From an optimization exercise on the open Yosys and OpenROAD flow, aimed at small area; shortcuts taken in it are not production practice. RTL that was checked went through simulation tests only; none was proved equivalent to the original. Function not checked in runs 1 and 2: the RTL went through the layout flow alone. Power and IR drop assume default switching activity. The clock port is modelled as an ideal driver; clocking choices that lean on that would not hold on a real chip.

--- design/flow/design.v ---
module emtb_rx (
    input  wire        clk,
    input  wire        rst,             
    input  wire        in_valid,
    input  wire [7:0]  in_data,
    output reg         snap_valid,
    output reg         snap_upd,
    output reg  [31:0] current_motor,
    output reg  [31:0] current_in,
    output reg  [15:0] duty,
    output reg  [31:0] rpm,
    output reg  [15:0] v_in,
    output reg  [31:0] ah,
    output reg  [31:0] ah_charged,
    output reg  [31:0] tach_abs,
    output reg         err_upd,
    output wire [3:0]  err_code,
    output wire [1:0]  err_sub,
    output reg  [15:0] err_info,
    output reg  [15:0] cnt_overflow,
    output reg  [15:0] cnt_checksum,
    output reg  [15:0] cnt_incomplete,
    output reg  [15:0] cnt_unknown_id
);
    localparam [2:0] S_B0   = 3'd0;    
    localparam [2:0] S_B1   = 3'd1;    
    localparam [2:0] S_PAY  = 3'd2;    
    localparam [2:0] S_CL   = 3'd3;    
    localparam [2:0] S_T    = 3'd4;    
    localparam [2:0] S_DEAD = 3'd5;    
    reg  [2:0]   st;
    reg  [7:0]   pos;
    reg  [7:0]   pay_len;
    reg  [15:0]  crc;           
    reg          crc_match;     
    reg  [7:0]   pkt_id;
    reg  [223:0] sh;            
    reg  [2:0]   ec;            
    assign err_code = {1'b0, ec};
    assign err_sub  = {ec[1] & ec[0], 1'b0};
    wire        at_len   = (pos == pay_len);
    wire        st_pay   = (st == S_PAY);
    wire        crc_hi   = st_pay & at_len;
    wire        crc_lo   = (st == S_CL);
    wire        complete = in_valid & (st == S_T) & (in_data == 8'h03);
    wire        overflow = in_valid & (pos == 8'd253) & ~complete;
    wire [7:0]  x        = crc[15:8] ^ in_data;
    wire        x_zero   = (x == 8'h00);
    wire [7:0]  y        = x ^ {4'h0, x[7:4]};
    wire [15:0] y16      = {8'h00, y};
    wire [15:0] crc_tab  = (y16 << 12) ^ (y16 << 5) ^ y16;
    wire [15:0] crc_upd  = {crc[7:0], 8'h00} ^ crc_tab;
    wire [15:0] crc_shft = {crc[7:0], in_data};
    wire        win      = ((pos >= 8'd15) & (pos <= 8'd38)) |
                           ((pos >= 8'd51) & (pos <= 8'd54));
    wire        sh_ld    = in_valid & win;
    wire        sh_hd    = ~(in_valid & win) | rst;
    wire        crc_bad   = ~crc_match;
    wire        too_short = (pay_len <= 8'd55);
    wire        bad_id    = (pkt_id != 8'h04);
    wire        e_chk    = complete & crc_bad;
    wire        e_inc    = complete & ~crc_bad & too_short;
    wire        e_uid    = complete & ~crc_bad & ~too_short & bad_id;
    wire        good     = complete & ~crc_bad & ~too_short & ~bad_id;
    wire        err      = overflow | e_chk | e_inc | e_uid;
    always @(posedge clk) begin
        if (in_valid) begin
            if (st == S_B1)
                pay_len <= in_data;
            if (pos == 8'd0)
                pkt_id <= in_data;
            if (st == S_B1)
                crc <= 16'h0000;
            else if (crc_hi | crc_lo)
                crc <= crc_shft;
            else
                crc <= crc_upd;
            if (crc_hi)
                crc_match <= x_zero;
            else if (crc_lo)
                crc_match <= crc_match & x_zero;
        end
        sh <= ({224{sh_ld}} & {sh[215:0], in_data}) | ({224{sh_hd}} & sh);
    end
    wire         sn_ld = good & ~rst;
    wire         sn_hd = ~good & ~rst;
    wire [223:0] snap  = {current_motor, current_in, duty, rpm, v_in, ah, ah_charged, tach_abs};
    always @(posedge clk)
        {current_motor, current_in, duty, rpm, v_in, ah, ah_charged, tach_abs} <=
            ({224{sn_ld}} & sh) | ({224{sn_hd}} & snap);
    always @(posedge clk) begin
        if (rst) begin
            st             <= S_B0;
            pos            <= 8'd254;
            snap_valid     <= 1'b0;
            snap_upd       <= 1'b0;
            err_upd        <= 1'b0;
            ec             <= 3'd0;
            err_info       <= 16'd0;
            cnt_overflow   <= 16'd0;
            cnt_checksum   <= 16'd0;
            cnt_incomplete <= 16'd0;
            cnt_unknown_id <= 16'd0;
        end else begin
            snap_upd <= good;
            err_upd  <= err;
            if (in_valid) begin
                pos <= pos + 8'd1;
                case (st)
                    S_B0:    st <= (in_data == 8'h02) ? S_B1 : S_DEAD;
                    S_B1:    st <= S_PAY;
                    S_PAY:   if (at_len) st <= S_CL;
                    S_CL:    st <= S_T;
                    S_T:     st <= S_DEAD;
                    default: ;
                endcase
                if (complete | overflow) begin
                    st  <= S_B0;
                    pos <= 8'd254;
                end
            end
            if (overflow) begin
                ec       <= 3'd1;
                err_info <= 16'h0100;
                if (cnt_overflow != 16'hFFFF)
                    cnt_overflow <= cnt_overflow + 16'd1;
            end
            if (e_chk) begin
                ec       <= 3'd2;
                err_info <= crc;
                if (cnt_checksum != 16'hFFFF)
                    cnt_checksum <= cnt_checksum + 16'd1;
            end
            if (e_inc) begin
                ec       <= 3'd3;
                err_info <= {8'd0, pay_len};
                if (cnt_incomplete != 16'hFFFF)
                    cnt_incomplete <= cnt_incomplete + 16'd1;
            end
            if (e_uid) begin
                ec       <= 3'd4;
                err_info <= {8'd0, pkt_id};
                if (cnt_unknown_id != 16'hFFFF)
                    cnt_unknown_id <= cnt_unknown_id + 16'd1;
            end
            if (good) begin
                snap_valid    <= 1'b1;
            end
        end
    end
endmodule
--- design/flow/run.sh ---
#!/bin/bash
# synth_recipe.tcl (not shown) runs the flow's synth.tcl, then flattens the netlist and writes it again
# the make line also repeats each setting of config.mk as NAME=value (left out here)
make -C /OpenROAD-flow-scripts/flow DESIGN_CONFIG=/design/flow/config.mk WORK_HOME=/design/flow/orfs CLKGATE_MAP_FILE= SYNTH_SCRIPT=/design/flow/synth_recipe.tcl finish
--- design/flow/config.mk ---
export PLATFORM = sky130hd
export DESIGN_NAME = emtb_rx
export DESIGN_NICKNAME = emtb_rx
export VERILOG_FILES = /design/flow/design.v
export SDC_FILE = /design/flow/constraint.sdc
export NUM_CORES = 4
export LEC_CHECK = 0
export CAP_MARGIN = 20
export CORE_MARGIN = 2
export CORE_UTILIZATION = 65
export CTS_BUF_LIST = sky130_fd_sc_hd__clkbuf_4
export PLACE_DENSITY = 0.75
export SLEW_MARGIN = 20
--- design/flow/constraint.sdc ---
create_clock -name core_clock -period 10.0 [get_ports {clk}]
set_input_delay 2.0000 -clock core_clock [delete_from_list [all_inputs] [get_ports {clk}]]
set_output_delay 2.0000 -clock core_clock [all_outputs]
set_load 0.01 [all_outputs]
==> reports/results.tsv, run 1 <==
metric	value	unit
DIE HEIGHT	179	um
die area	32200	um^2
Max-slew headroom	0.237	
min-delay src	err_info[14]	
Setup CP Type	in2reg	
CTS sink cnt	578	
Hold WC Path Type	reg2reg	
Synth top area share	0.546	
Post-synth EDFFs	33	
initial antenna violation count	1	
number of cell rows	64	
main combinational cell family by area after synthesis	compound AO/OA/AOI/OAI gates	
final WL	48800	um
synthesis-to-layout area growth	24.9	%
via count	15500	
mapped cell area	20000	um^2
first-pass GRT wire length	76400	um
DRC	0	
Main synth FF type	dfxtp_1	
final worst-path cycle share	0.526	
Unique masters post-synth	72	
setup_tns	0	ns
fin area	25000	um^2
cell count after synthesis	1714	
number of synthesis warnings	1	
WP buf/inv	4	
die span in x	179	um
slowest stage delay, CP	0.57	ns
CTS tree	built	
Fillers	1836	
MaxCap Viol Count	0	
CP endpoint kind	flop	
CP Max Fanout	225	
top cells by area, synth	dfxtp_1 (55%), a22o_1 (20%), edfxtp_1 (5.0%), buf_2 (1.9%), a21oi_1 (1.6%)	
final worst clock skew	0.0917	ns
final hold violations	0	
Detail Route Antenna Nets	0	
critical path, cell by cell	clkdlybuf4s50_1 -> buf_4 -> nor3b_1 -> nand2_1 -> a211oi_4 -> buf_12 -> nand2_8 -> buf_6 -> a22o_1	
worst vdd ir	0.000146	V
share of cells above drive strength 1	0.120	
DR WL/cell	19.2	um
largest net degree at the start of global routing	226	
R2R setup slack	6.30	ns
1st-iter DRT viols	1268	
CP delay by family, top	buffers and inverters	
sequential fraction of the synthesis area	0.596	
asr flop ratio synth	0	
CP Data Required Time	10.62	ns
# H-tree levels	4	
clock-pin transition on the worst setup and hold timing paths	0.06	ns
Seq cells post-synth	578	
Synth Area in Compound Gates	0.253	
gpl congestion	0.917	
DRT Pass-1 Iters	5	
root buffer cell	clkbuf_4	
Tmin final	5.26	ns
Cell Pwr Density	184	nW/um^2
static leakage	9.25	nW
Crit-path slowest cell	buf_12	
Yosys top cell by area	dfxtp_1	
Worst-Skew Late Latency	0.81	ns
CP Launch Type	input pin	
vias in the first global route	14700	
Worst Tran Pin Value	1.14	ns
Placed Area	23200	um^2
Post-Synth Simple-Gate Area	0.0824	
final net count	2070	
outcome	complete, no violations	
post-synthesis xor/xnor area fraction	0.0193	
RSZ-0062 raised after global routing	false	
hold_buf cts	0	
post_cts resized	0	
worst r2r src	pos[1]	
setup bufs post-CTS	0	
CTS Buffer Depth	3	
Core Box Area	30400	um^2
Port Buffers	321	
syn_area_per_cell	11.7	um^2
Slew Viols, Final	0	
DR vias/cell	6.09	
CP arrival	5.88	ns
Num CTS Buffers	140	
f_max	0.190	GHz
Starting Density	0.657	
final hold slack	0.467	ns
CP Launch Point	in_valid	
final setup vio count	0	
grt ovf	0	
GRT Total Usage	0.294	
Synth Area in Adders	0.00501	
IO Count	324	
hpwl dp	30300	um
mux share of post-synthesis cell area	0.00902	
Final Core Density	0.820	
## cell usage after synthesis (all sizes together), types with 3 or more instances
library cell  instances
ha                    8
nand2                61
nor2                 53
nand4                26
and2                  8
nor4                  8
o311ai                5
and3                 10
nor2b                 8
a21oi                66
or2                   4
xnor2                28
o31ai                19
a2111oi               5
nor3                 11
xor2                 16
buf                  89
or4                  18
a22o                454
inv                  12
a31oi                 8
mux2i                 9
dfxtp               545
nor3b                 4
mux2                  8
o21ai                32
clkbuf               49
a21o                  3
nand3b                3
a211oi                3
nor4b                 5
or3                  27
and4                 10
nand3                38
nand2b                4
edfxtp               33
## registers in the layout (all words and copies together) (netlist names), 3 cells and up
register        flops
ah_charged         32
rpm                32
current_motor      32
cnt_unknown_id     16
ec                  3
duty               16
crc                16
cnt_overflow       16
err_info           16
pkt_id              8
pos                 8
pay_len             8
sh                224
cnt_incomplete     16
current_in         32
st                  3
v_in               16
cnt_checksum       16
tach_abs           32
ah                 32
## per-layer routing
layer  wire length (um)  global-route usage  up-vias
met1              21700               0.413     7538
met4               1320               0.117        0
met5                  0                   0        -
met2              22500               0.446      607
li1                   -                   -     7294
met3               3250              0.0634       82
## cells in the final DEF (no fill, tap or decap), types with 4 or more instances in the layout
cell	synthesis	final
a21oi_1	65	65
a22o_1	454	454
a31oi_1	8	8
and2_1	7	7
and3_1	10	9
and4_1	10	10
buf_4	8	8
clkbuf_4	0	198
clkdlybuf4s50_1	0	320
clkinv_1	1	29
clkinvlp_4	0	4
dfxtp_1	545	545
edfxtp_1	33	33
ha_1	8	8
inv_1	12	12
inv_6	0	5
mux2_2	7	7
mux2i_1	9	9
nand2_1	61	60
nand2b_1	4	4
nand3_1	37	37
nand4_1	26	26
nor2_1	52	52
nor2b_1	8	8
nor3_1	9	8
nor3b_1	4	4
nor4_1	7	7
nor4b_1	5	5
o21ai_0	32	32
o311ai_0	4	4
o31ai_1	19	19
or2_2	4	4
or3_1	27	27
or4_1	18	18
xnor2_1	28	28
xor2_1	16	16
## power breakdown
group	switching, mW	internal (mW)	leakage [nW]	total, mW
Combinational	0.163	0.109	3.51	0.272
Sequential	0.0446	2.38	4.70	2.43
Clock	0.923	0.976	1.03	1.90
## through the flow
step | total power, mW | cells | setup WS (ns)
2_1_floorplan | 2.67 | 1715 | 6.36
3_3_place_gp | 2.74 | 2304 | 3.70
3_5_place_dp | 2.74 | 2304 | 3.62
4_1_cts | 4.63 | 2546 | 4.41
5_1_grt | 4.78 | 2548 | 4.62
6_report | 4.60 | 2548 | 4.74
## worst min-delay path, cell delays in order (launching register included)
cell     delay, ns
dfxtp_1       0.31
nand3_1       0.06
a21oi_1       0.06
## area by class of cell
class / instances / area [um^2] / share of cell area
clock buffer: 198 / 1490 / 0.0596
inverter: 13 / 48.8 / 0.00196
multi-input combinational: 986 / 7420 / 0.297
antenna: 1 / 2.50 / 0.000100
sequential: 578 / 11900 / 0.477
tap: 396 / 495 / 0.0199
timing repair buffer: 332 / 3320 / 0.133
clock inverter: 44 / 278 / 0.0111
## worst paths after layout
| check | endpoint | depth (start not counted) |
|---|---|---|
| setup / recovery | sh[198] | 9 |
| hold reg to reg | err_info[14] | 2 |
| hold / removal | err_info[14] | 2 |
| setup reg to reg | sh[198] | 7 |
## cell families after synthesis
kind of cell | after synthesis
XOR/XNOR | 44
AND/OR/NAND/NOR | 301
multiplexers | 17
other | 1
flip-flops | 578
AO/OA/AOI/OAI | 614
adder cells (fa/ha/maj) | 8
buffers and inverters | 151
==> run 2, diff against run 1 <==
==> design/flow/flow/run.sh (new file) <==
#!/bin/bash
# Standard layout with two changes: the port buffers are the smallest buffer
# (buf_1) and clock tree synthesis inserts no dummy loads.
set -euo pipefail
export BUFFER_PORTS_ARGS="-buffer_cell sky130_fd_sc_hd__buf_1"
export CTS_ARGS="-sink_clustering_enable -repair_clock_nets -dont_use_dummy_load -buf_list sky130_fd_sc_hd__clkbuf_4"
bash standard.sh > standard_make.log 2>&1
==> design/flow/standard.sh (new file) <==
#!/bin/bash
# synth_recipe.tcl (not shown) runs the flow's synth.tcl, then flattens the netlist and writes it again
# the make line also repeats each setting of config.mk as NAME=value (left out here)
make -C /OpenROAD-flow-scripts/flow DESIGN_CONFIG=/design/flow/config.mk WORK_HOME=/design/flow/orfs CLKGATE_MAP_FILE= SYNTH_SCRIPT=/design/flow/synth_recipe.tcl "${@:-finish}"
--- a/design/flow/config.mk
+++ b/design/flow/config.mk
@@ -8,6 +8,5 @@
 export CAP_MARGIN = 20
 export CORE_MARGIN = 2
 export CORE_UTILIZATION = 65
-export CTS_BUF_LIST = sky130_fd_sc_hd__clkbuf_4
 export PLACE_DENSITY = 0.75
 export SLEW_MARGIN = 20
removed: design/flow/run.sh
==> run 2 against run 1 <==
Compared with the run above: still clean; non-clock buffer count up 3; count of clock-buffer cells in the layout down 56; area after synthesis unchanged; final cell count down 3.8%; via count down 1.0%; critical endpoint is now ah_charged[29].
==> reports/results.tsv, run 2 <==
metric	value	unit
final worst clock skew	0.101	ns
1st-iter DRT viols	1319	
RSZ-0062 raised after global routing	false	
MaxCap Viol Count	0	
Worst Tran Pin Value	1.21	ns
CTS tree	built	
CTS Buffer Depth	3	
setup bufs post-CTS	0	
largest net degree at the start of global routing	225	
syn_area_per_cell	11.7	um^2
hold path depth	1	
initial antenna violation count	1	
worst r2r src	crc_match	
max reg flops	224	
Num CTS Buffers	142	
asr flop ratio synth	0	
IO Count	324	
post_cts resized	0	
number of synthesis warnings	1	
commonest cells in the netlist	dfxtp_1 (545), a22o_1 (454), buf_2 (76), a21oi_1 (65), nand2_1 (61)	
Seq cells post-synth	578	
die area	32200	um^2
Tmin final	4.74	ns
# H-tree levels	4	
hold_buf cts	0	
critical path, cell by cell	buf_1 -> nor4bb_1 -> nand4_1 -> nor2_2 -> and3_4 -> buf_4 -> a22o_1	
DR WL/cell	19.5	um
count leader, synth	dfxtp_1	
DIE HEIGHT	179	um
hpwl dp	30000	um
end of the worst hold path	current_motor[25]	
Main synth FF type	dfxtp_1	
gpl congestion	0.904	
static leakage	8.18	nW
min-delay src	sh[217]	
Crit-path slowest cell	and3_4	
Worst-Skew Late Latency	0.81	ns
register area	11900	um^2
Fillers	2285	
final worst-path cycle share	0.474	
DRT Pass-1 Iters	7	
CP Max Fanout	94	
Core Box Area	30400	um^2
synthesis-to-layout area growth	11.4	%
Starting Density	0.657	
mapped cell area	20000	um^2
Placed Area	21200	um^2
CP arrival	5.43	ns
grt ovf	0	
worst vdd ir	0.000116	V
number of cell rows	64	
via count	15400	
CP Launch Type	input pin	
DRC	0	
Cell Pwr Density	186	nW/um^2
Yosys top cell by area	dfxtp_1	
CP endpoint kind	flop	
sequential fraction of the synthesis area	0.596	
outcome	complete, no violations	
setup_tns	0	ns
final WL	47900	um
Max-slew headroom	0.191	
clock-pin transition on the worst setup and hold timing paths	0.06	ns
Synth top area share	0.546	
cell count after synthesis	1714	
vias in the first global route	14000	
top cells by area, synth	dfxtp_1 (55%), a22o_1 (20%), edfxtp_1 (5.0%), buf_2 (1.9%), a21oi_1 (1.6%)	
area of the multi-input gates	7410	um^2
DR vias/cell	6.27	
worst-case reg-to-reg path depth	7	
root buffer cell	clkbuf_4	
Tot Pwr	4.14	mW
share of cells above drive strength 1	0.0920	
Unique masters post-synth	72	
slowest stage delay, CP	0.95	ns
fin area	22300	um^2
CTS sink cnt	578	
final setup vio count	0	
Port Buffers	321	
most common cell after layout, fill and taps aside	dfxtp_1	
R2R setup slack	6.22	ns
Detail Route Antenna Nets	0	
Post-synth EDFFs	33	
final net count	2075	
Setup CP Type	in2reg	
Largest Register	sh	
Slew Viols, Final	0	
f_max	0.211	GHz
GRT Total Usage	0.286	
commonest cells after routing, fill and taps aside	dfxtp_1 (545), a22o_1 (454), buf_1 (320)	
CP Data Required Time	10.70	ns
Hold WC Path Type	reg2reg	
final hold violations	0	
die span in x	179	um
Worst R2R End	ah_charged[29]	
first-pass GRT wire length	73800	um
## run 2: cell type report
type,instances,share of cell area
Tap cell,396,0.0223
Clock buffer,142,0.0479
Sequential cell,578,0.535
Antenna cell,1,0.000112
Timing Repair Buffer,335,0.0601
Multi-Input combinational cell,986,0.333
Inverter,13,0.00219
## run 2: where the power goes
part	internal, mW	total (mW)	switching [mW]	leakage (nW)
logic	0.106	0.273	0.167	2.82
registers	2.39	2.44	0.0484	4.70
clock network	0.645	1.43	0.782	0.653
## run 2: per-layer routing
layer  track usage  up-vias  share of wire
met4         0.112        0          0.027
met2         0.415      599           0.44
met3        0.0702      103          0.072
met1         0.411     7428           0.46
li1              -     7236              -
met5             0        -              0
## run 2: per-stage QoR
step           hold slack, ns  worst slack [ns]   util  std cells
3_5_place_dp            0.445              4.63  0.696       2308
5_1_grt                 0.463              5.10  0.732       2451
6_report                0.423              5.26  0.732       2451
2_1_floorplan           0.443              6.36      -       1715
4_1_cts                 0.432              5.39  0.731       2450
3_3_place_gp            0.448              4.65  0.696       2307
## run 2: worst max-delay path by stage
stage          cells past startpoint  slack (ns)  startpoint                  to
6_report                           7        5.26  in_data[0]      ah_charged[29]
4_1_cts                            7        5.39  in_data[1]       ah_charged[3]
3_5_place_dp                       7        4.63  in_data[0]      ah_charged[29]
5_1_grt                            7        5.10  in_data[1]      ah_charged[26]
2_1_floorplan                      7        6.36  in_data[5]  cnt_unknown_id[15]
3_3_place_gp                       9        4.65    in_valid      ah_charged[13]
## run 2: cells by family (layout without fill, tap and decap cells)
| family | count (synthesis) | in the layout | share of synthesized area |
|---|---|---|---|
| xor+xnor | 44 | 44 | 0.0193 |
| buf+inv | 151 | 490 | 0.0351 |
| flops | 578 | 578 | 0.596 |
| compound gates | 614 | 614 | 0.253 |
| simple gates | 301 | 301 | 0.0824 |
| other cells | 1 | 3 | 0.000188 |
| fa+ha+maj | 8 | 8 | 0.00501 |
| mux | 17 | 17 | 0.00902 |
## run 2: critical path: cells and delay by family
family          cells  cell delay, ns
simple gates        4            1.93
compound gates      1            0.24
buf+inv             2            1.13
==> run 3, diff against run 2 <==
--- a/design/flow/design.v
+++ b/design/flow/design.v
@@ -36,6 +36,18 @@
     reg  [7:0]   pkt_id;
     reg  [223:0] sh;            
     reg  [2:0]   ec;            
+    function [15:0] sat_inc;
+        input [15:0] v;
+        input        en;
+        reg   [16:0] c;
+        integer      i;
+        begin
+            c[0] = en & ~(&v);
+            for (i = 0; i < 16; i = i + 1)
+                c[i+1] = c[i] & v[i];
+            sat_inc = v ^ c[15:0];
+        end
+    endfunction
     assign err_code = {1'b0, ec};
     assign err_sub  = {ec[1] & ec[0], 1'b0};
     wire        at_len   = (pos == pay_len);
@@ -89,6 +101,12 @@
         {current_motor, current_in, duty, rpm, v_in, ah, ah_charged, tach_abs} <=
             ({224{sn_ld}} & sh) | ({224{sn_hd}} & snap);
     always @(posedge clk) begin
+        cnt_overflow   <= rst ? 16'd0 : sat_inc(cnt_overflow,   overflow);
+        cnt_checksum   <= rst ? 16'd0 : sat_inc(cnt_checksum,   e_chk);
+        cnt_incomplete <= rst ? 16'd0 : sat_inc(cnt_incomplete, e_inc);
+        cnt_unknown_id <= rst ? 16'd0 : sat_inc(cnt_unknown_id, e_uid);
+    end
+    always @(posedge clk) begin
         if (rst) begin
             st             <= S_B0;
             pos            <= 8'd254;
@@ -97,10 +115,6 @@
             err_upd        <= 1'b0;
             ec             <= 3'd0;
             err_info       <= 16'd0;
-            cnt_overflow   <= 16'd0;
-            cnt_checksum   <= 16'd0;
-            cnt_incomplete <= 16'd0;
-            cnt_unknown_id <= 16'd0;
         end else begin
             snap_upd <= good;
             err_upd  <= err;
@@ -122,26 +136,18 @@
             if (overflow) begin
                 ec       <= 3'd1;
                 err_info <= 16'h0100;
-                if (cnt_overflow != 16'hFFFF)
-                    cnt_overflow <= cnt_overflow + 16'd1;
             end
             if (e_chk) begin
                 ec       <= 3'd2;
                 err_info <= crc;
-                if (cnt_checksum != 16'hFFFF)
-                    cnt_checksum <= cnt_checksum + 16'd1;
             end
             if (e_inc) begin
                 ec       <= 3'd3;
                 err_info <= {8'd0, pay_len};
-                if (cnt_incomplete != 16'hFFFF)
-                    cnt_incomplete <= cnt_incomplete + 16'd1;
             end
             if (e_uid) begin
                 ec       <= 3'd4;
                 err_info <= {8'd0, pkt_id};
-                if (cnt_unknown_id != 16'hFFFF)
-                    cnt_unknown_id <= cnt_unknown_id + 16'd1;
             end
             if (good) begin
                 snap_valid    <= 1'b1;
==> design/flow/flow/run.sh (replaced) <==
#!/bin/bash
# Standard layout with two changes: the port buffers are the smallest buffer
# (buf_1) and clock tree synthesis inserts no dummy loads.
set -euo pipefail
export BUFFER_PORTS_ARGS="-buffer_cell sky130_fd_sc_hd__buf_1"
export CTS_ARGS="-sink_clustering_enable -repair_clock_nets -dont_use_dummy_load -buf_list sky130_fd_sc_hd__clkbuf_4 -sink_clustering_size 10 -sink_clustering_max_diameter 60"
bash standard.sh > standard_make.log 2>&1
==> run 3 against run 2 <==
Compared with the run above: sequential power barely moved; clock power decreased by about 30%; total power shrank 8.4%; final area fell by 3.2%; flip-flop and latch count is the same; clock skew down 0.0082 ns; non-clock buffer count shrank 4.
==> reports/results.tsv, run 3 <==
metric	value	unit
Cell Pwr Density	176	nW/um^2
Crit-path slowest cell	nand4_1	
gpl congestion	0.898	
final worst-path cycle share	0.598	
max reg flops	224	
cell total after placement	2221	
CP Data Required Time	10.57	ns
Tmin final	5.98	ns
CP Launch Type	input pin	
final WL	45000	um
end of the worst hold path	current_motor[31]	
Final Core Density	0.708	
Post-synth EDFFs	33	
synthesis-to-layout area growth	7.78	%
Largest Register	sh	
initial antenna violation count	1	
R2R setup slack	5.04	ns
vias in the first global route	12700	
Worst R2R End	cnt_unknown_id[14]	
Port Buffers	321	
CP dominant cell by count	ha_1	
CP Max Fanout	14	
CP endpoint kind	flop	
final net count	1969	
Seq cells post-synth	578	
DRT Pass-1 Iters	5	
hold_buf cts	0	
cell count after synthesis	1633	
Hold WC Path Type	reg2reg	
slowest stage delay, CP	0.59	ns
static leakage	8.45	nW
grt ovf	0	
post_cts resized	0	
first-pass GRT wire length	69200	um
largest net degree at the start of global routing	225	
final hold violations	0	
IO Count	324	
share of cells above drive strength 1	0.0497	
hpwl dp	28800	um
Num CTS Buffers	67	
Max-slew headroom	0.0840	
DR WL/cell	19.7	um
# H-tree levels	3	
setup bufs post-CTS	0	
top cells by area, synth	dfxtp_1 (55%), a22o_1 (20%), edfxtp_1 (5.0%), ha_1 (4.0%), nor2b_1 (2.0%)	
Worst-Skew Late Latency	0.71	ns
count leader, synth	dfxtp_1	
worst r2r src	pay_len[4]	
Setup CP Type	in2reg	
GRT Total Usage	0.267	
CP delay by family, top	adder cells	
Core Box Area	30400	um^2
RSZ-0062 raised after global routing	false	
CTS Buffer Depth	3	
critical path, cell by cell	buf_1 -> nor4_4 -> nand4_1 -> nand2_1 -> nor2_1 -> ha_1 -> ha_1 -> ha_1 -> ha_1 -> ha_1 -> ha_1 -> ha_1 -> ha_1 -> ha_1 -> ha_1 -> ha_1 -> ha_1 -> ha_1 -> ha_1 -> ha_1 -> nor2b_1	
Yosys top cell by area	dfxtp_1	
DRC	0	
DR vias/cell	6.13	
Synth top area share	0.546	
CP arrival	6.55	ns
Detail Route Antenna Nets	0	
1st-iter DRT viols	1194	
final hold slack	0.420	ns
hold path depth	1	
sequential fraction of the synthesis area	0.595	
clock-pin transition on the worst setup and hold timing paths	0.10	ns
commonest cells after routing, fill and taps aside	dfxtp_1 (545), a22o_1 (454), buf_1 (320)	
min-delay src	sh[223]	
Worst Tran Pin Value	1.37	ns
Starting Density	0.657	
asr flop ratio synth	0	
worst-case reg-to-reg path depth	21	
Main synth FF type	dfxtp_1	
most common cell after layout, fill and taps aside	dfxtp_1	
CTS sink cnt	578	
number of cell rows	64	
Unique masters post-synth	60	
WP buf/inv	1	
worst vdd ir	0.000123	V
Slew Viols, Final	0	
via count	14000	
die span in x	179	um
setup_tns	0	ns
MaxCap Viol Count	0	
DIE HEIGHT	179	um
f_max	0.167	GHz
outcome	complete, no violations	
number of synthesis warnings	1	
root buffer cell	clkbuf_4	
final setup vio count	0	
syn_area_per_cell	12.2	um^2
CTS tree	built	
final worst clock skew	0.0931	ns
mapped cell area	20000	um^2
die area	32200	um^2
fin cells	2289	
commonest cells in the netlist	dfxtp_1 (545), a22o_1 (454), ha_1 (64), nor2b_1 (63), nor2_1 (55)	
[run 3: changes by cell type after synthesis, sizes merged, moves of 11 or more]
cell,previous run,this run
o21ai,32,11
or4,18,5
o31ai,19,4
a21oi,66,16
nand3,38,14
or3,27,1
ha,8,64
nand2,61,36
o211ai,2,13
nor2b,8,63
[run 3: metrics by stage]
step / setup WS [ns] / cell area, um^2 / power [mW]
2_1_floorplan: 4.03 / 20000 / 2.75
3_3_place_gp: 3.41 / 21000 / 2.83
3_5_place_dp: 3.27 / 21000 / 2.84
4_1_cts: 4.05 / 21500 / 3.81
5_1_grt: 3.64 / 21600 / 3.95
6_report: 4.02 / 21600 / 3.79
[run 3: cells by family (layout without fill, tap and decap cells)]
family | Yosys count | after routing | synth area share
AND/OR/NAND/NOR | 260 | 260 | 0.0728
adder cells (fa/ha/maj) | 64 | 64 | 0.0401
buffers and inverters | 146 | 404 | 0.0407
XOR/XNOR | 37 | 37 | 0.0181
other | 1 | 3 | 0.000188
AO/OA/AOI/OAI | 541 | 541 | 0.230
flip-flops | 578 | 578 | 0.595
multiplexers | 6 | 6 | 0.00307
[run 3: area by class of cell]
type | instances | area [um^2]
inverter | 6 | 22.5
antenna | 1 | 2.50
multi-input combinational | 910 | 7300
fill | 2303 | 8880
sequential | 578 | 11900
timing repair buffer | 331 | 1320
tap | 396 | 495
clock buffer | 67 | 503
[run 3: how the worst max path moves through the flow]
| stage | cells after the start | end | startpoint |
|---|---|---|---|
| after floorplan | 23 | cnt_unknown_id[14] | in_data[2] |
| after global placement | 22 | cnt_overflow[15] | in_data[4] |
| after detailed placement | 21 | cnt_overflow[14] | in_data[4] |
| after CTS | 21 | cnt_overflow[14] | in_data[4] |
| after global routing | 22 | cnt_overflow[15] | in_data[1] |
| final | 21 | cnt_overflow[14] | in_data[4] |
[run 3: routing by layer]
metal | vias to the layer above | track usage | wire length (um)
met4 | 0 | 0.0914 | 1330
met1 | 6772 | 0.380 | 20200
met3 | 87 | 0.0468 | 2900
met5 | - | 0 | 0
li1 | 6687 | - | -
met2 | 488 | 0.414 | 20600
[run 3: report_power, final]
part	internal, mW	switching (mW)
registers	2.38	0.0695
logic	0.139	0.204
clock network	0.311	0.686
total	2.83	0.960
==> run 4, diff against run 3 <==
==> design/flow/flow/run.sh (replaced) <==
#!/bin/bash
# Standard layout with two changes: the port buffers are the smallest buffer
# (buf_1) and clock tree synthesis inserts no dummy loads.
set -euo pipefail
export BUFFER_PORTS_ARGS="-buffer_cell sky130_fd_sc_hd__buf_1"
export CTS_ARGS="-sink_clustering_enable -repair_clock_nets -dont_use_dummy_load -buf_list sky130_fd_sc_hd__clkbuf_16 -sink_clustering_size 35 -sink_clustering_max_diameter 100"
bash standard.sh > standard_make.log 2>&1
==> run 4 against run 3 <==
Compared with the run above: still clean on timing, DRC and antenna; final area is essentially flat; die area is the same; non-clock buffer count is the same; total power grew 0.33%; hold slack gained 0.068 ns; sequential power is essentially flat; setup slack lost 0.11 ns; core utilization is essentially flat; register-to-register slack gained 0.05 ns; critical endpoint unchanged; largest power group unchanged.
==> reports/results.tsv, run 4 <==
metric	value	unit
final hold violations	0	
asr flop ratio synth	0	
number of synthesis warnings	1	
setup_tns	0	ns
DR WL/cell	19.7	um
Seq cells post-synth	578	
WP buf/inv	1	
DRT Pass-1 Iters	5	
sequential fraction of the synthesis area	0.595	
# H-tree levels	1	
initial antenna violation count	0	
RSZ-0062 raised after global routing	false	
final setup vio count	0	
Worst Tran Pin Value	1.33	ns
Crit-path slowest cell	nand4_1	
Worst-Skew Late Latency	0.55	ns
die area	32200	um^2
post_cts resized	0	
grt ovf	0	
outcome	complete, no violations	
synthesis-to-layout area growth	7.76	%
CP Data Required Time	10.43	ns
hold_buf cts	0	
via count	13700	
Max-slew headroom	0.116	
largest net degree at the start of global routing	225	
final worst-path cycle share	0.609	
Hold WC Path Type	reg2reg	
CTS tree	built	
MaxCap Viol Count	0	
slowest stage delay, CP	0.57	ns
GRT Total Usage	0.261	
CP Max Fanout	14	
cell count after synthesis	1633	
Core Box Area	30400	um^2
final WL	44200	um
mapped cell area	20000	um^2
Detail Route Antenna Nets	0	
Setup CP Type	in2reg	
# diodes	0	
f_max	0.164	GHz
CTS sink cnt	578	
fin area	21500	um^2
Num CTS Buffers	20	
commonest cells in the netlist	dfxtp_1 (545), a22o_1 (454), ha_1 (64), nor2b_1 (63), nor2_1 (55)	
hpwl dp	28800	um
Unique masters post-synth	60	
Starting Density	0.657	
Largest Register	sh	
worst vdd ir	0.000158	V
DIE HEIGHT	179	um
root buffer cell	clkbuf_16	
Placed Area	21000	um^2
first-pass GRT wire length	68200	um
syn_area_per_cell	12.2	um^2
CP arrival	6.52	ns
vias in the first global route	12300	
Slew Viols, Final	0	
count leader, synth	dfxtp_1	
number of cell rows	64	
Yosys top cell by area	dfxtp_1	
Main synth FF type	dfxtp_1	
DRC	0	
DR vias/cell	6.11	
Tmin final	6.09	ns
die span in x	179	um
final worst clock skew	0.0451	ns
setup bufs post-CTS	0	
final hold slack	0.488	ns
most common cell after layout, fill and taps aside	dfxtp_1	
Cell Pwr Density	177	nW/um^2
static leakage	8.39	nW
commonest cells after routing, fill and taps aside	dfxtp_1 (545), a22o_1 (454), buf_1 (320)	
final net count	1922	
share of cells above drive strength 1	0.0255	
1st-iter DRT viols	1262	
gpl congestion	0.898	
CTS Buffer Depth	3	
CP delay by family, top	adder cells	
IO Count	324	
Port Buffers	321	
Post-synth EDFFs	33	
max reg flops	224	
critical path, cell by cell	buf_1 -> nor4_4 -> nand4_1 -> nand2_1 -> nor2_1 -> ha_1 -> ha_1 -> ha_1 -> ha_1 -> ha_1 -> ha_1 -> ha_1 -> ha_1 -> ha_1 -> ha_1 -> ha_1 -> ha_1 -> ha_1 -> ha_1 -> ha_1 -> nor2b_1	
top cells by area, synth	dfxtp_1 (55%), a22o_1 (20%), edfxtp_1 (5.0%), ha_1 (4.0%), nor2b_1 (2.0%)	
CP Launch Type	input pin	
CP endpoint kind	flop	
clock-pin transition on the worst setup and hold timing paths	0.12	ns
CP dominant cell by count	ha_1	
Synth top area share	0.546	
run 4: cell counts after synthesis:
Identical to the previous run, type by type.
run 4: worst register-to-register path: cells and delay by family, from the launching register on:
kind | cells | cell delay (ns)
AO/OA/AOI/OAI | 1 | 0.64
adder cells (fa/ha/maj) | 15 | 2.82
flip-flops | 1 | 0.54
AND/OR/NAND/NOR | 5 | 0.80
run 4: final timing paths:
check | start | endpoint | slack (ns) | depth (start not counted)
worst max-delay path | in_data[4] | cnt_overflow[14] | 3.91 | 21
worst min-delay path | ec[2] | ec[2] | 0.49 | 2
worst max register to register | pay_len[4] | cnt_unknown_id[14] | 5.09 | 21
worst min register to register | ec[2] | ec[2] | 0.49 | 2
run 4: stage by stage:
stage / worst slack [ns] / total power, mW / cells / utilization
detailed placement: 3.27 / 2.84 / 2221 / 0.691
global placement: 3.41 / 2.83 / 2221 / 0.691
CTS: 3.86 / 3.82 / 2241 / 0.707
finish: 3.91 / 3.80 / 2241 / 0.708
global route: 3.48 / 3.95 / 2241 / 0.708
floorplan: 4.03 / 2.75 / 1634 / -
run 4: final cells by class:
cell class	count	area, um^2
clock buffers	20	500
fillers	2288	8880
repair buffers	331	1320
multi-input cells	910	7300
inverters	6	22.5
well taps	396	495
flip-flops and latches	578	11900
run 4: where the power goes:
group | total (mW) | internal [mW] | leakage [nW] | switching [mW]
clock network | 1.01 | 0.366 | 0.246 | 0.641
logic | 0.344 | 0.139 | 3.43 | 0.205
registers | 2.45 | 2.38 | 4.71 | 0.0692
total | 3.80 | 2.89 | 8.39 | 0.916
run 4: logic make-up after synthesis:
family	Yosys count	share of synthesized area
AOI/OAI and AO/OA	541	0.230
xor gates and xnor gates	37	0.0181
adders and majority gates	64	0.0401
buffers and inverters	146	0.0407
DFF	578	0.595
muxes	6	0.00307
other	1	0.000188
and+or+nand+nor	260	0.0728
run 4: layer usage:
metal  track usage  share of wire
met1         0.377           0.45
met4        0.0712          0.027
met5             0              0
met3        0.0369          0.057
met2         0.413           0.46
==> run 5, diff against run 4 <==
==> design/flow/flow/run.sh (replaced) <==
#!/bin/bash
# Standard layout with two changes: the port buffers are the smallest buffer
# (buf_1) and clock tree synthesis inserts no dummy loads.
set -euo pipefail
export BUFFER_PORTS_ARGS="-buffer_cell sky130_fd_sc_hd__buf_1"
export CTS_ARGS="-sink_clustering_enable -repair_clock_nets -dont_use_dummy_load -buf_list sky130_fd_sc_hd__clkbuf_16 -sink_clustering_size 25 -sink_clustering_max_diameter 60"
bash standard.sh > standard_make.log 2>&1
==> run 5 against run 4 <==
Compared with the run above: first-iteration DRC count down 8.0%; core utilization up 1.2 points; final cell count increased by 0.67%; count of clock-buffer cells in the layout up 15; setup slack worse by 0.096 ns; combinational power about the same; clock power is 31% higher; sequential power about the same; synthesized cell count did not move; critical path type unchanged; critical endpoint unchanged; largest cell class unchanged; largest power group unchanged; highest routed layer unchanged.
==> reports/results.tsv, run 5 <==
metric	value	unit
outcome	complete, no violations	
CP arrival	6.55	ns
clock-pin transition on the worst setup and hold timing paths	0.07	ns
Starting Density	0.657	
largest net degree at the start of global routing	225	
die span in x	179	um
DRT Pass-1 Iters	6	
die area	32200	um^2
hold_buf cts	0	
slowest stage delay, CP	0.55	ns
number of synthesis warnings	1	
Fillers	2220	
most common cell after layout, fill and taps aside	dfxtp_1	
final setup vio count	0	
DRC	0	
RSZ-0062 raised after global routing	false	
Synth top area share	0.546	
cell count after synthesis	1633	
static leakage	8.57	nW
DIE HEIGHT	179	um
fin cells	2256	
Unique masters post-synth	60	
1st-iter DRT viols	1161	
Post-synth EDFFs	33	
vias in the first global route	12600	
IO Count	324	
Tot Pwr	4.11	mW
Main synth FF type	dfxtp_1	
Max-slew headroom	0.167	
DR WL/cell	19.9	um
CTS Buffer Depth	3	
syn_area_per_cell	12.2	um^2
MaxCap Viol Count	0	
top cells by area, synth	dfxtp_1 (55%), a22o_1 (20%), edfxtp_1 (5.0%), ha_1 (4.0%), nor2b_1 (2.0%)	
Seq cells post-synth	578	
CTS tree	built	
setup bufs post-CTS	0	
gpl congestion	0.898	
Core Box Area	30400	um^2
f_max	0.162	GHz
Slew Viols, Final	0	
DR vias/cell	6.16	
CP dominant cell by count	ha_1	
number of cell rows	64	
sequential fraction of the synthesis area	0.595	
setup_tns	0	ns
Worst Tran Pin Value	1.25	ns
Hold WC Path Type	reg2reg	
share of cells above drive strength 1	0.0333	
GRT Total Usage	0.266	
first-pass GRT wire length	69000	um
CP Max Fanout	31	
CP Launch Type	input pin	
# diodes	0	
count leader, synth	dfxtp_1	
final WL	45000	um
max reg flops	224	
Placed Area	21000	um^2
critical path, cell by cell	buf_1 -> buf_4 -> and3_1 -> nand4_1 -> nand2_1 -> nor2_1 -> ha_1 -> ha_1 -> ha_1 -> ha_1 -> ha_1 -> ha_1 -> ha_1 -> ha_1 -> ha_1 -> ha_1 -> ha_1 -> ha_1 -> ha_1 -> ha_1 -> ha_1 -> nor2b_1	
post_cts resized	0	
Cell Pwr Density	188	nW/um^2
root buffer cell	clkbuf_16	
Yosys top cell by area	dfxtp_1	
commonest cells in the netlist	dfxtp_1 (545), a22o_1 (454), ha_1 (64), nor2b_1 (63), nor2_1 (55)	
worst vdd ir	0.000142	V
Detail Route Antenna Nets	0	
Port Buffers	321	
asr flop ratio synth	0	
fin area	21900	um^2
Largest Register	sh	
commonest cells after routing, fill and taps aside	dfxtp_1 (545), a22o_1 (454), buf_1 (320)	
grt ovf	0	
Final Core Density	0.720	
CP Data Required Time	10.37	ns
initial antenna violation count	0	
cell total after placement	2221	
# H-tree levels	2	
CTS sink cnt	578	
via count	13900	
mapped cell area	20000	um^2
Crit-path slowest cell	nand4_1	
CP endpoint kind	flop	
final net count	1937	
Worst-Skew Late Latency	0.53	ns
final worst-path cycle share	0.619	
Num CTS Buffers	35	
final worst clock skew	0.0540	ns
hpwl dp	28800	um
Tmin final	6.19	ns
final hold violations	0	
synthesis-to-layout area growth	9.64	%
Setup CP Type	in2reg	
## run 5: cell count changes in the layout (fill, tap and decap cells not counted)
cell       previous run  this run
clkbuf_16            20        35
## run 5: final timing paths
path / startpoint / endpoint / slack [ns] / cells past startpoint
max: in_valid / cnt_overflow[14] / 3.81 / 22
min: sh[223] / current_motor[31] / 0.46 / 1
max reg2reg: pay_len[4] / cnt_unknown_id[14] / 5.11 / 21
min reg2reg: sh[223] / current_motor[31] / 0.46 / 1
## run 5: cells by family after synthesis
kind of cell / synth area share
buf+inv: 0.0407
mux: 0.00307
compound gates: 0.230
flops: 0.595
xor+xnor: 0.0181
other cells: 0.000188
simple gates: 0.0728
fa+ha+maj: 0.0401
## run 5: area by class of cell
type / instances / area, um^2 / area share
clock buffer: 35 / 876 / 0.0400
inverter: 6 / 22.5 / 0.00103
multi-input combinational: 910 / 7300 / 0.333
sequential: 578 / 11900 / 0.543
tap: 396 / 495 / 0.0226
timing repair buffer: 331 / 1320 / 0.0603
## run 5: per-stage QoR
| stage | setup slack, ns | hold WS (ns) |
|---|---|---|
| finish | 3.81 | 0.459 |
| global route | 3.39 | 0.495 |
| CTS | 3.81 | 0.460 |
| detailed placement | 3.27 | 0.460 |
| global placement | 3.41 | 0.452 |
| floorplan | 4.03 | 0.443 |
## run 5: critical path: cells and delay by family
| kind | cells | cell delay, ns |
|---|---|---|
| adders and majority gates | 15 | 2.77 |
| buffers and inverters | 2 | 0.42 |
| and+or+nand+nor | 5 | 1.35 |
## run 5: report_power, final
group / leakage [nW] / internal (mW) / switching (mW) / total [mW]
Clock: 0.431 / 0.624 / 0.692 / 1.32
Combinational: 3.43 / 0.139 / 0.207 / 0.345
Sequential: 4.71 / 2.38 / 0.0701 / 2.45
## run 5: per-layer routing
metal  track usage  vias to the layer above  part of all wire
li1              -                     6610                 -
met1         0.381                     6781              0.45
met2         0.416                      448              0.46
met3        0.0416                       67             0.061
met4        0.0810                        0             0.029
met5             0                        -                 0
==> run 6, diff against run 5 <==
==> design/flow/flow/run.sh (replaced) <==
#!/bin/bash
# Standard layout with two changes: the port buffers are the smallest buffer
# (buf_1) and clock tree synthesis inserts no dummy loads.
set -euo pipefail
export BUFFER_PORTS_ARGS="-buffer_cell sky130_fd_sc_hd__buf_1"
export CTS_ARGS="-sink_clustering_enable -repair_clock_nets -dont_use_dummy_load -buf_list sky130_fd_sc_hd__clkbuf_8 -sink_clustering_size 16 -sink_clustering_max_diameter 50"
bash standard.sh > standard_make.log 2>&1
==> run 6 against run 5 <==
Compared with the run above: largest power group unchanged; critical path depth shrank 1; count of clock-buffer cells in the layout grew 10; first-iteration DRC count grew 1.7%; hold slack lost 0.00075 ns; clock skew grew 0.0089 ns.
==> reports/results.tsv, run 6 <==
metric	value	unit
GRT Total Usage	0.265	
Seq cells post-synth	578	
sw frac	0.245	
worst vdd ir	0.000103	V
mapped cell area	20000	um^2
max reg flops	224	
commonest cells after routing, fill and taps aside	dfxtp_1 (545), a22o_1 (454), buf_1 (320)	
Num CTS Buffers	45	
clock power share	0.278	
RSZ-0062 raised after global routing	false	
top cells by area, synth	dfxtp_1 (55%), a22o_1 (20%), edfxtp_1 (5.0%), ha_1 (4.0%), nor2b_1 (2.0%)	
DIE HEIGHT	179	um
Hold WC Path Type	reg2reg	
DR WL/cell	19.8	um
share of cells above drive strength 1	0.0385	
MaxCap Viol Count	0	
Core Box Area	30400	um^2
static leakage	8.46	nW
gpl congestion	0.898	
CTS Buffer Depth	3	
asr flop ratio synth	0	
# H-tree levels	2	
CP Data Required Time	10.44	ns
setup bufs post-CTS	0	
CTS tree	built	
cell count after synthesis	1633	
final setup vio count	0	
final hold violations	0	
via count	13900	
Fillers	2272	
Setup CP Type	in2reg	
first-pass GRT wire length	68800	um
internal power	2.92	mW
commonest cells in the netlist	dfxtp_1 (545), a22o_1 (454), ha_1 (64), nor2b_1 (63), nor2_1 (55)	
most common cell after layout, fill and taps aside	dfxtp_1	
syn_area_per_cell	12.2	um^2
largest net degree at the start of global routing	225	
Port Buffers	321	
root buffer cell	clkbuf_8	
Main synth FF type	dfxtp_1	
Tot Pwr	3.87	mW
Cell Pwr Density	179	nW/um^2
DR vias/cell	6.14	
slowest stage delay, CP	0.57	ns
Post-synth EDFFs	33	
Yosys top cell by area	dfxtp_1	
outcome	complete, no violations	
die area	32200	um^2
DRT Pass-1 Iters	5	
post_cts resized	0	
fin area	21700	um^2
Starting Density	0.657	
sequential fraction of the synthesis area	0.595	
CP endpoint kind	flop	
final worst slack	3.90	ns
Worst Tran Pin Value	1.32	ns
vias in the first global route	12500	
final worst clock skew	0.0629	ns
Comb power frac	0.089	
final hold slack	0.458	ns
Largest Register	sh	
CP Max Fanout	14	
# diodes	0	
sequential fraction of design power	0.633	
Max-slew headroom	0.117	
Detail Route Antenna Nets	0	
WP buf/inv	1	
DRC	0	
f_max	0.164	GHz
CP delay by family, top	adder cells	
setup_tns	0	ns
number of cell rows	64	
CP Launch Type	input pin	
critical path, cell by cell	buf_1 -> nor4_4 -> nand4_1 -> nand2_1 -> nor2_1 -> ha_1 -> ha_1 -> ha_1 -> ha_1 -> ha_1 -> ha_1 -> ha_1 -> ha_1 -> ha_1 -> ha_1 -> ha_1 -> ha_1 -> ha_1 -> ha_1 -> ha_1 -> nor2b_1	
initial antenna violation count	0	
Unique masters post-synth	60	
final net count	1947	
die span in x	179	um
Synth top area share	0.546	
hold_buf cts	0	
CTS sink cnt	578	
IO Count	324	
Crit-path slowest cell	nand4_1	
synthesis-to-layout area growth	8.35	%
Placed Area	21000	um^2
Tmin final	6.10	ns
Worst-Skew Late Latency	0.59	ns
hpwl dp	28800	um
clock-pin transition on the worst setup and hold timing paths	0.10	ns
1st-iter DRT viols	1181	
Net Switching	949	uW
Place WS	3.27	ns
CP dominant cell by count	ha_1	
CP arrival	6.53	ns
number of synthesis warnings	1	
count leader, synth	dfxtp_1	
final WL	44800	um
Slew Viols, Final	0	
grt ovf	0	
final worst-path cycle share	0.610	
[run 6: cell counts after synthesis]
Identical to the previous run, type by type.
[run 6: worst register-to-register path, cell delays in order, from the launching register on]
cell	delay [ns]
edfxtp_1	0.53
a311oi_4	0.64
nand2b_1	0.40
nor2_1	0.10
nand2_1	0.14
nor2_1	0.06
ha_1	0.20
ha_1	0.18
ha_1	0.18
ha_1	0.17
ha_1	0.18
ha_1	0.18
ha_1	0.18
ha_1	0.18
ha_1	0.18
ha_1	0.18
ha_1	0.19
ha_1	0.18
ha_1	0.18
ha_1	0.18
ha_1	0.26
nor2b_1	0.12
[run 6: area by class of cell]
class,count,area [um^2],area share
Sequential cell,578,11900,0.549
Multi-Input combinational cell,910,7300,0.337
Timing Repair Buffer,331,1320,0.0610
Clock buffer,45,619,0.0286
Tap cell,396,495,0.0229
Inverter,6,22.5,0.00104
[run 6: metal layers]
layer,wire length (um),share of wire,GRT usage,vias to the layer above
met5,0,0,0,-
met1,20200,0.45,0.379,6776
li1,-,-,-,6612
met3,2610,0.058,0.0424,80
met2,20700,0.46,0.414,442
met4,1260,0.028,0.0820,0
[run 6: path summary, 6_finish.rpt]
| kind | startpoint | slack (ns) | cells after the start | endpoint |
|---|---|---|---|---|
| max | in_data[4] | 3.90 | 21 | cnt_overflow[14] |
| min | sh[223] | 0.46 | 1 | current_motor[31] |
| max reg2reg | pay_len[4] | 5.07 | 21 | cnt_unknown_id[14] |
| min reg2reg | sh[223] | 0.46 | 1 | current_motor[31] |
[run 6: kinds of logic after synthesis]
| group | synth area share |
|---|---|
| AOI/OAI and AO/OA | 0.230 |
| DFF | 0.595 |
| buffers and inverters | 0.0407 |
| other | 0.000188 |
| xor gates and xnor gates | 0.0181 |
| muxes | 0.00307 |
| adders and majority gates | 0.0401 |
| and+or+nand+nor | 0.0728 |
[run 6: per-stage QoR]
| stage | std cells | util |
|---|---|---|
| after detailed placement | 2221 | 0.691 |
| after floorplan | 1634 | - |
| final | 2266 | 0.712 |
| after global placement | 2221 | 0.691 |
| after CTS | 2266 | 0.711 |
| after global routing | 2266 | 0.712 |
[run 6: power by group through the flow]
stage / clock (mW) / sequential, mW / combinational [mW]
detailed placement: 0 / 2.50 / 0.336
CTS: 1.10 / 2.45 / 0.340
global route: 1.18 / 2.46 / 0.384
floorplan: 0 / 2.46 / 0.289
global placement: 0 / 2.50 / 0.325
finish: 1.08 / 2.45 / 0.343
==> run 7, diff against run 6 <==
--- a/design/flow/design.v
+++ b/design/flow/design.v
@@ -22,13 +22,11 @@
     output reg  [15:0] cnt_incomplete,
     output reg  [15:0] cnt_unknown_id
 );
-    localparam [2:0] S_B0   = 3'd0;    
-    localparam [2:0] S_B1   = 3'd1;    
-    localparam [2:0] S_PAY  = 3'd2;    
-    localparam [2:0] S_CL   = 3'd3;    
-    localparam [2:0] S_T    = 3'd4;    
-    localparam [2:0] S_DEAD = 3'd5;    
-    reg  [2:0]   st;
+    localparam [1:0] S_DEAD = 2'd0;    
+    localparam [1:0] S_PAY  = 2'd1;    
+    localparam [1:0] S_CL   = 2'd2;    
+    localparam [1:0] S_T    = 2'd3;    
+    reg  [1:0]   st;
     reg  [7:0]   pos;
     reg  [7:0]   pay_len;
     reg  [15:0]  crc;           
@@ -50,9 +48,11 @@
     endfunction
     assign err_code = {1'b0, ec};
     assign err_sub  = {ec[1] & ec[0], 1'b0};
+    wire        b0       = (pos == 8'd254);
+    wire        b1       = (pos == 8'd255);
     wire        at_len   = (pos == pay_len);
     wire        st_pay   = (st == S_PAY);
-    wire        crc_hi   = st_pay & at_len;
+    wire        crc_hi   = st_pay & at_len & ~b1;
     wire        crc_lo   = (st == S_CL);
     wire        complete = in_valid & (st == S_T) & (in_data == 8'h03);
     wire        overflow = in_valid & (pos == 8'd253) & ~complete;
@@ -77,11 +77,11 @@
     wire        err      = overflow | e_chk | e_inc | e_uid;
     always @(posedge clk) begin
         if (in_valid) begin
-            if (st == S_B1)
+            if (b1)
                 pay_len <= in_data;
             if (pos == 8'd0)
                 pkt_id <= in_data;
-            if (st == S_B1)
+            if (b1)
                 crc <= 16'h0000;
             else if (crc_hi | crc_lo)
                 crc <= crc_shft;
@@ -100,6 +100,16 @@
     always @(posedge clk)
         {current_motor, current_in, duty, rpm, v_in, ah, ah_charged, tach_abs} <=
             ({224{sn_ld}} & sh) | ({224{sn_hd}} & snap);
+    wire [8:0] pos_c;
+    assign pos_c[0] = in_valid;
+    genvar gi;
+    generate
+        for (gi = 0; gi < 8; gi = gi + 1) begin : g_pos
+            assign pos_c[gi+1] = pos_c[gi] & pos[gi];
+        end
+    endgenerate
+    always @(posedge clk)
+        pos <= (rst | complete | overflow) ? 8'd254 : (pos ^ pos_c[7:0]);
     always @(posedge clk) begin
         cnt_overflow   <= rst ? 16'd0 : sat_inc(cnt_overflow,   overflow);
         cnt_checksum   <= rst ? 16'd0 : sat_inc(cnt_checksum,   e_chk);
@@ -108,8 +118,7 @@
     end
     always @(posedge clk) begin
         if (rst) begin
-            st             <= S_B0;
-            pos            <= 8'd254;
+            st             <= S_DEAD;
             snap_valid     <= 1'b0;
             snap_upd       <= 1'b0;
             err_upd        <= 1'b0;
@@ -119,19 +128,16 @@
             snap_upd <= good;
             err_upd  <= err;
             if (in_valid) begin
-                pos <= pos + 8'd1;
-                case (st)
-                    S_B0:    st <= (in_data == 8'h02) ? S_B1 : S_DEAD;
-                    S_B1:    st <= S_PAY;
-                    S_PAY:   if (at_len) st <= S_CL;
-                    S_CL:    st <= S_T;
-                    S_T:     st <= S_DEAD;
-                    default: ;
-                endcase
-                if (complete | overflow) begin
-                    st  <= S_B0;
-                    pos <= 8'd254;
-                end
+                if (b0)
+                    st <= (in_data == 8'h02) ? S_PAY : S_DEAD;
+                else if (crc_hi)
+                    st <= S_CL;
+                else if (st == S_CL)
+                    st <= S_T;
+                else if (st == S_T)
+                    st <= S_DEAD;
+                if (overflow)
+                    st <= S_DEAD;
             end
             if (overflow) begin
                 ec       <= 3'd1;
==> design/flow/flow/run.sh (replaced) <==
#!/bin/bash
# Standard layout with two changes: the port buffers are the smallest buffer
# (buf_1) and clock tree synthesis inserts no dummy loads.
set -euo pipefail
export BUFFER_PORTS_ARGS="-buffer_cell sky130_fd_sc_hd__buf_1"
export CTS_ARGS="-sink_clustering_enable -repair_clock_nets -dont_use_dummy_load -buf_list sky130_fd_sc_hd__clkbuf_8 -sink_clustering_size 20 -sink_clustering_max_diameter 50"
bash standard.sh > standard_make.log 2>&1
==> run 7 against run 6 <==
Compared with the run above: hold slack better by 0.0090 ns; global-route usage is 0.25 points higher; routed wire length fell by 3.6%; combinational power fell by 24%; area after synthesis is 3.7% lower.
==> reports/results.tsv, run 7 <==
metric	value	unit
root buffer cell	clkbuf_8	
clock power share	0.278	
Starting Density	0.655	
CTS tree	built	
DR WL/cell	19.9	um
setup_tns	0	ns
CTS Buffer Depth	3	
main combinational cell family by area after synthesis	compound AO/OA/AOI/OAI gates	
CP dominant cell by count	ha_1	
initial antenna violation count	0	
Unique masters post-synth	57	
mapped cell area	19300	um^2
CTS sink cnt	577	
Synth Area in Adders	0.0435	
RSZ-0062 raised after global routing	false	
final setup vio count	0	
Comb power frac	0.070	
slowest stage delay, CP	0.50	ns
die area	31000	um^2
Max-slew headroom	0.183	
sw frac	0.231	
Port Buffers	321	
Seq cells post-synth	577	
vias in the first global route	12200	
hold_buf cts	0	
critical path, cell by cell	buf_1 -> nor4_2 -> nand3_1 -> nand2_1 -> nor2_1 -> ha_1 -> ha_1 -> ha_1 -> ha_1 -> ha_1 -> ha_1 -> ha_1 -> ha_1 -> ha_1 -> ha_1 -> ha_1 -> ha_1 -> ha_1 -> ha_1 -> ha_1 -> nor2b_1	
Worst-Skew Late Latency	0.59	ns
# H-tree levels	2	
final WL	43200	um
Main synth FF type	dfxtp_1	
Core Box Area	29400	um^2
Worst Tran Pin Value	1.23	ns
MaxCap Viol Count	0	
static leakage	8.25	nW
DIE HEIGHT	176	um
grt ovf	0	
IO Count	324	
post_cts resized	0	
1st-iter DRT viols	1293	
Tot Pwr	3.72	mW
GRT Total Usage	0.267	
number of cell rows	63	
Net Switching	858	uW
outcome	complete, no violations	
count leader, synth	dfxtp_1	
max reg flops	224	
Synth top area share	0.566	
clock-pin transition on the worst setup and hold timing paths	0.11	ns
post-synthesis xor/xnor area fraction	0.0136	
final net count	1863	
CP endpoint kind	flop	
DRC	0	
fin cells	2173	
Yosys top cell by area	dfxtp_1	
synthesis-to-layout area growth	9.72	%
Largest Register	sh	
setup bufs post-CTS	0	
f_max	0.172	GHz
mux share of post-synthesis cell area	0.00546	
final worst clock skew	0.0615	ns
commonest cells after routing, fill and taps aside	dfxtp_1 (544), a22o_1 (448), buf_1 (320)	
CP Launch Type	input pin	
syn_area_per_cell	12.6	um^2
Post-Synth Simple-Gate Area	0.0619	
cell total after placement	2131	
most common cell after layout, fill and taps aside	dfxtp_1	
Num CTS Buffers	41	
CP delay by family, top	adder cells	
Slew Viols, Final	0	
DRT Pass-1 Iters	5	
largest net degree at the start of global routing	226	
Cell Pwr Density	176	nW/um^2
Hold WC Path Type	reg2reg	
WP buf/inv	1	
hpwl dp	28400	um
asr flop ratio synth	0	
CP Max Fanout	8	
final worst-path cycle share	0.580	
share of cells above drive strength 1	0.0437	
Detail Route Antenna Nets	0	
final hold violations	0	
commonest cells in the netlist	dfxtp_1 (544), a22o_1 (448), ha_1 (67), nor2b_1 (64), buf_2 (57)	
internal power	2.86	mW
worst vdd ir	0.000180	V
sequential fraction of design power	0.653	
# diodes	0	
via count	13300	
die span in x	176	um
sequential fraction of the synthesis area	0.617	
gpl congestion	0.896	
first-pass GRT wire length	67400	um
cell count after synthesis	1528	
DR vias/cell	6.13	
CP arrival	6.21	ns
Synth Area in Compound Gates	0.230	
Setup CP Type	in2reg	
Post-synth EDFFs	33	
number of synthesis warnings	1	
top cells by area, synth	dfxtp_1 (57%), a22o_1 (20%), edfxtp_1 (5.1%), ha_1 (4.4%), nor2b_1 (2.1%)	
Crit-path slowest cell	nor4_2	
CP Data Required Time	10.41	ns
Tmin final	5.80	ns
-- run 7: cell count changes after synthesis, sizes merged, moves of 8 or more --
| cell | change |
|---|---|
| buf | -21 |
| and3 | -8 |
| a211oi | -8 |
| nor2 | -23 |
| nand2 | -17 |
| o211ai | -12 |
| nand3 | -9 |
-- run 7: worst paths after layout --
check / from / end / slack, ns / cells past startpoint
max: in_data[7] / cnt_overflow[14] / 4.20 / 21
min: err_info[4] / err_info[4] / 0.47 / 1
max reg2reg: pay_len[5] / cnt_unknown_id[14] / 5.50 / 21
min reg2reg: err_info[4] / err_info[4] / 0.47 / 1
-- run 7: power groups by stage --
stage	sequential (mW)	combinational [mW]	clock, mW
floorplan	2.46	0.206	0
global placement	2.48	0.251	0
detailed placement	2.48	0.254	0
CTS	2.43	0.257	1.06
global route	2.43	0.289	1.14
finish	2.43	0.259	1.03
-- run 7: cell families after synthesis --
family          after synthesis
flops                       577
other cells                   1
mux                          10
compound gates              519
simple gates                202
fa+ha+maj                    67
xor+xnor                     30
buf+inv                     122
-- run 7: cell type report --
cell class | count | area [um^2]
multi-input combinational | 830 | 6860
inverter | 3 | 11.3
timing repair buffer | 332 | 1320
clock buffer | 41 | 564
tap | 390 | 488
sequential | 577 | 11900
fill | 2220 | 8280
-- run 7: stage by stage --
stage          hold slack [ns]  utilization  area (um^2)  setup slack [ns]
6_report                 0.467        0.718        21100              4.20
2_1_floorplan            0.443            -        19300              4.36
4_1_cts                  0.473        0.718        21100              4.19
5_1_grt                  0.485        0.718        21100              3.93
3_5_place_dp             0.440        0.698        20500              3.63
3_3_place_gp             0.436        0.698        20500              3.78
-- run 7: worst reg2reg max path: stages, from the launching register on --
cell and delay, ns:
edfxtp_1 0.47, a311o_1 0.54, nand2_1 0.16, nor2_1 0.08, nand2_1 0.13, nor2_1 0.05, ha_1 0.20, ha_1 0.18
ha_1 0.17, ha_1 0.17, ha_1 0.18, ha_1 0.18, ha_1 0.19, ha_1 0.18, ha_1 0.18, ha_1 0.18
ha_1 0.18, ha_1 0.18, ha_1 0.19, ha_1 0.18, ha_1 0.26, nor2b_1 0.12
-- run 7: routing by layer --
layer / global-route usage / vias up / wire, um
met3: 0.0405 / 67 / 2550
met1: 0.392 / 6584 / 19500
met2: 0.413 / 394 / 20000
met5: 0 / - / 0
met4: 0.0768 / 0 / 1140
li1: - / 6278 / -
==> run 8, diff against run 7 <==
==> design/flow/flow/run.sh (replaced) <==
#!/bin/bash
# Standard layout with two changes: the port buffers are the smallest buffer
# (buf_1) and clock tree synthesis inserts no dummy loads.
set -euo pipefail
export BUFFER_PORTS_ARGS="-buffer_cell sky130_fd_sc_hd__buf_1"
export CTS_ARGS="-sink_clustering_enable -repair_clock_nets -dont_use_dummy_load -buf_list sky130_fd_sc_hd__clkbuf_4 -sink_clustering_size 8 -sink_clustering_max_diameter 40"
bash standard.sh > standard_make.log 2>&1
==> run 8 against run 7 <==
Compared with the run above: still clean; largest power group unchanged; critical path type unchanged; count of clock-buffer cells in the layout up 42; core utilization up 0.21 points; global-route usage up 0.52 points.
==> reports/results.tsv, run 8 <==
metric	value	unit
Worst-Skew Late Latency	0.74	ns
die span in x	176	um
DRT Pass-1 Iters	5	
Num CTS Buffers	83	
Starting Density	0.655	
Synth top area share	0.566	
Comb power frac	0.069	
Cell Pwr Density	178	nW/um^2
Net Switching	894	uW
final worst slack	4.38	ns
clock power share	0.287	
largest net degree at the start of global routing	226	
worst vdd ir	0.000195	V
count leader, synth	dfxtp_1	
final hold violations	0	
Yosys top cell by area	dfxtp_1	
CP Max Fanout	8	
R2R setup slack	5.59	ns
gpl congestion	0.896	
Main synth FF type	dfxtp_1	
area of the multi-input gates	6860	um^2
slowest stage delay, CP	0.50	ns
DR WL/cell	19.7	um
# H-tree levels	3	
DIE HEIGHT	176	um
Tmin final	5.62	ns
CP dominant cell by count	ha_1	
final setup vio count	0	
f_max	0.178	GHz
Worst Tran Pin Value	1.27	ns
root buffer cell	clkbuf_4	
IO Count	324	
MaxCap Viol Count	0	
sequential fraction of the synthesis area	0.617	
hpwl dp	28400	um
fin cells	2216	
Unique masters post-synth	57	
number of cell rows	63	
Tot Pwr	3.77	mW
Final Core Density	0.721	
Core Box Area	29400	um^2
register area	11900	um^2
grt ovf	0	
commonest cells in the netlist	dfxtp_1 (544), a22o_1 (448), ha_1 (67), nor2b_1 (64), buf_2 (57)	
Fillers	2218	
post_cts resized	0	
outcome	complete, no violations	
Place WS	3.63	ns
Post-synth EDFFs	33	
commonest cells after routing, fill and taps aside	dfxtp_1 (544), a22o_1 (448), buf_1 (320)	
internal power	2.87	mW
hold_buf cts	0	
cell count after synthesis	1528	
initial antenna violation count	1	
sequential fraction of design power	0.644	
RSZ-0062 raised after global routing	false	
CTS tree	built	
Max-slew headroom	0.155	
Hold WC Path Type	reg2reg	
share of cells above drive strength 1	0.0658	
setup_tns	0	ns
sw frac	0.237	
CP Launch Type	input pin	
Crit-path slowest cell	nor4_2	
CP endpoint kind	flop	
GRT Total Usage	0.272	
number of synthesis warnings	1	
Slew Viols, Final	0	
DR vias/cell	6.09	
1st-iter DRT viols	1094	
CTS sink cnt	577	
Seq cells post-synth	577	
clock-pin transition on the worst setup and hold timing paths	0.09	ns
max reg flops	224	
CTS Buffer Depth	3	
setup bufs post-CTS	0	
via count	13500	
final net count	1905	
synthesis-to-layout area growth	10.0	%
critical path, cell by cell	buf_1 -> nor4_2 -> nand3_1 -> nand2_1 -> nor2_1 -> ha_1 -> ha_1 -> ha_1 -> ha_1 -> ha_1 -> ha_1 -> ha_1 -> ha_1 -> ha_1 -> ha_1 -> ha_1 -> ha_1 -> ha_1 -> ha_1 -> ha_1 -> nor2b_1	
static leakage	8.34	nW
first-pass GRT wire length	68400	um
syn_area_per_cell	12.6	um^2
CP Data Required Time	10.59	ns
final worst-path cycle share	0.562	
vias in the first global route	12500	
DRC	0	
final WL	43700	um
Largest Register	sh	
CP arrival	6.21	ns
final worst clock skew	0.158	ns
Setup CP Type	in2reg	
Detail Route Antenna Nets	0	
die area	31000	um^2
mapped cell area	19300	um^2
most common cell after layout, fill and taps aside	dfxtp_1	
cell total after placement	2131	
Port Buffers	321	
top cells by area, synth	dfxtp_1 (57%), a22o_1 (20%), edfxtp_1 (5.1%), ha_1 (4.4%), nor2b_1 (2.1%)	
asr flop ratio synth	0	
-- run 8: stage by stage --
step	instance area, um^2	hold slack (ns)
6_report	21200	0.435
5_1_grt	21200	0.454
4_1_cts	21200	0.416
3_3_place_gp	20500	0.436
3_5_place_dp	20500	0.440
2_1_floorplan	19300	0.443
-- run 8: worst max-delay path: cells and delay by family --
kind | cells | cell delay, ns
and+or+nand+nor | 5 | 1.20
adders and majority gates | 15 | 2.82
buffers and inverters | 1 | 0.19
-- run 8: layout make-up --
| type | instances | share of cell area |
|---|---|---|
| inverter | 3 | 0.000532 |
| clock buffer | 83 | 0.0294 |
| antenna | 1 | 0.000118 |
| multi-input combinational | 830 | 0.324 |
| tap | 390 | 0.0230 |
| timing repair buffer | 332 | 0.0622 |
| sequential | 577 | 0.561 |
-- run 8: logic make-up after synthesis --
group	count (synthesis)	share of synthesized area
multiplexers	10	0.00546
other	1	0.000195
adder cells (fa/ha/maj)	67	0.0435
flip-flops	577	0.617
AO/OA/AOI/OAI	519	0.230
buffers and inverters	122	0.0283
XOR/XNOR	30	0.0136
AND/OR/NAND/NOR	202	0.0619
-- run 8: path summary, 6_finish.rpt --
| kind | cells after the start | from | to |
|---|---|---|---|
| worst max-delay path | 21 | in_data[7] | cnt_overflow[14] |
| worst min-delay path | 1 | sh[197] | current_motor[5] |
| worst max register to register | 21 | pay_len[4] | cnt_unknown_id[14] |
| worst min register to register | 1 | sh[197] | current_motor[5] |
-- run 8: routing by layer --
layer  global-route usage  routed length (um)
met2                0.415               20100
met3               0.0482                2530
met1                0.391               19800
met5                    0                   0
met4               0.0995                1290
-- run 8: power groups by stage --
stage / registers (mW) / clock network (mW) / logic [mW]
6_report: 2.43 / 1.08 / 0.259
5_1_grt: 2.43 / 1.21 / 0.289
2_1_floorplan: 2.46 / 0 / 0.206
3_5_place_dp: 2.48 / 0 / 0.254
4_1_cts: 2.42 / 1.11 / 0.257
3_3_place_gp: 2.48 / 0 / 0.251

re-timing with driven ports:
No port has a modelled driver above. Below, the same layouts with a new extraction and two added sets of constraints. Step 1: set_driving_cell puts a clkbuf_16 on clk and a buf_2 on each other input, an assumption about the parent block. Step 2 also shifts input and output timing later by t, the mid clock arrival at the registers, as if the neighbouring blocks saw the same clock. Slacks: no drivers / after step 1 / after step 2; pairs: no drivers / after step 1.
run	t (ns)	setup slack, ns	slew at the worst register clock pin (ns)	worst slew at a driven data input, ns	pins driven straight from the clock port
run 1	0.815	4.736 / 4.759 / 3.944	0.08 / 0.08	0.03	1
run 2	0.809	5.262 / 5.289 / 4.480	0.07 / 0.07	0.04	1
run 3	0.716	4.016 / 4.011 / 3.295	0.13 / 0.13	0.06	1
run 4	0.584	3.908 / 3.916 / 3.333	0.12 / 0.12	0.06	1
run 5	0.560	3.812 / 3.819 / 3.259	0.09 / 0.09	0.06	1
run 6	0.609	3.902 / 3.901 / 3.292	0.10 / 0.10	0.06	1
run 7	0.606	4.198 / 4.227 / 3.621	0.12 / 0.12	0.05	1
run 8	0.713	4.378 / 4.409 / 3.696	0.09 / 0.09	0.05	1
After both steps setup and hold are still met in every run listed. For run 1, which loses most, drivers alone change the setup slack by +0.023 ns; drivers and shift together by -0.792 ns.
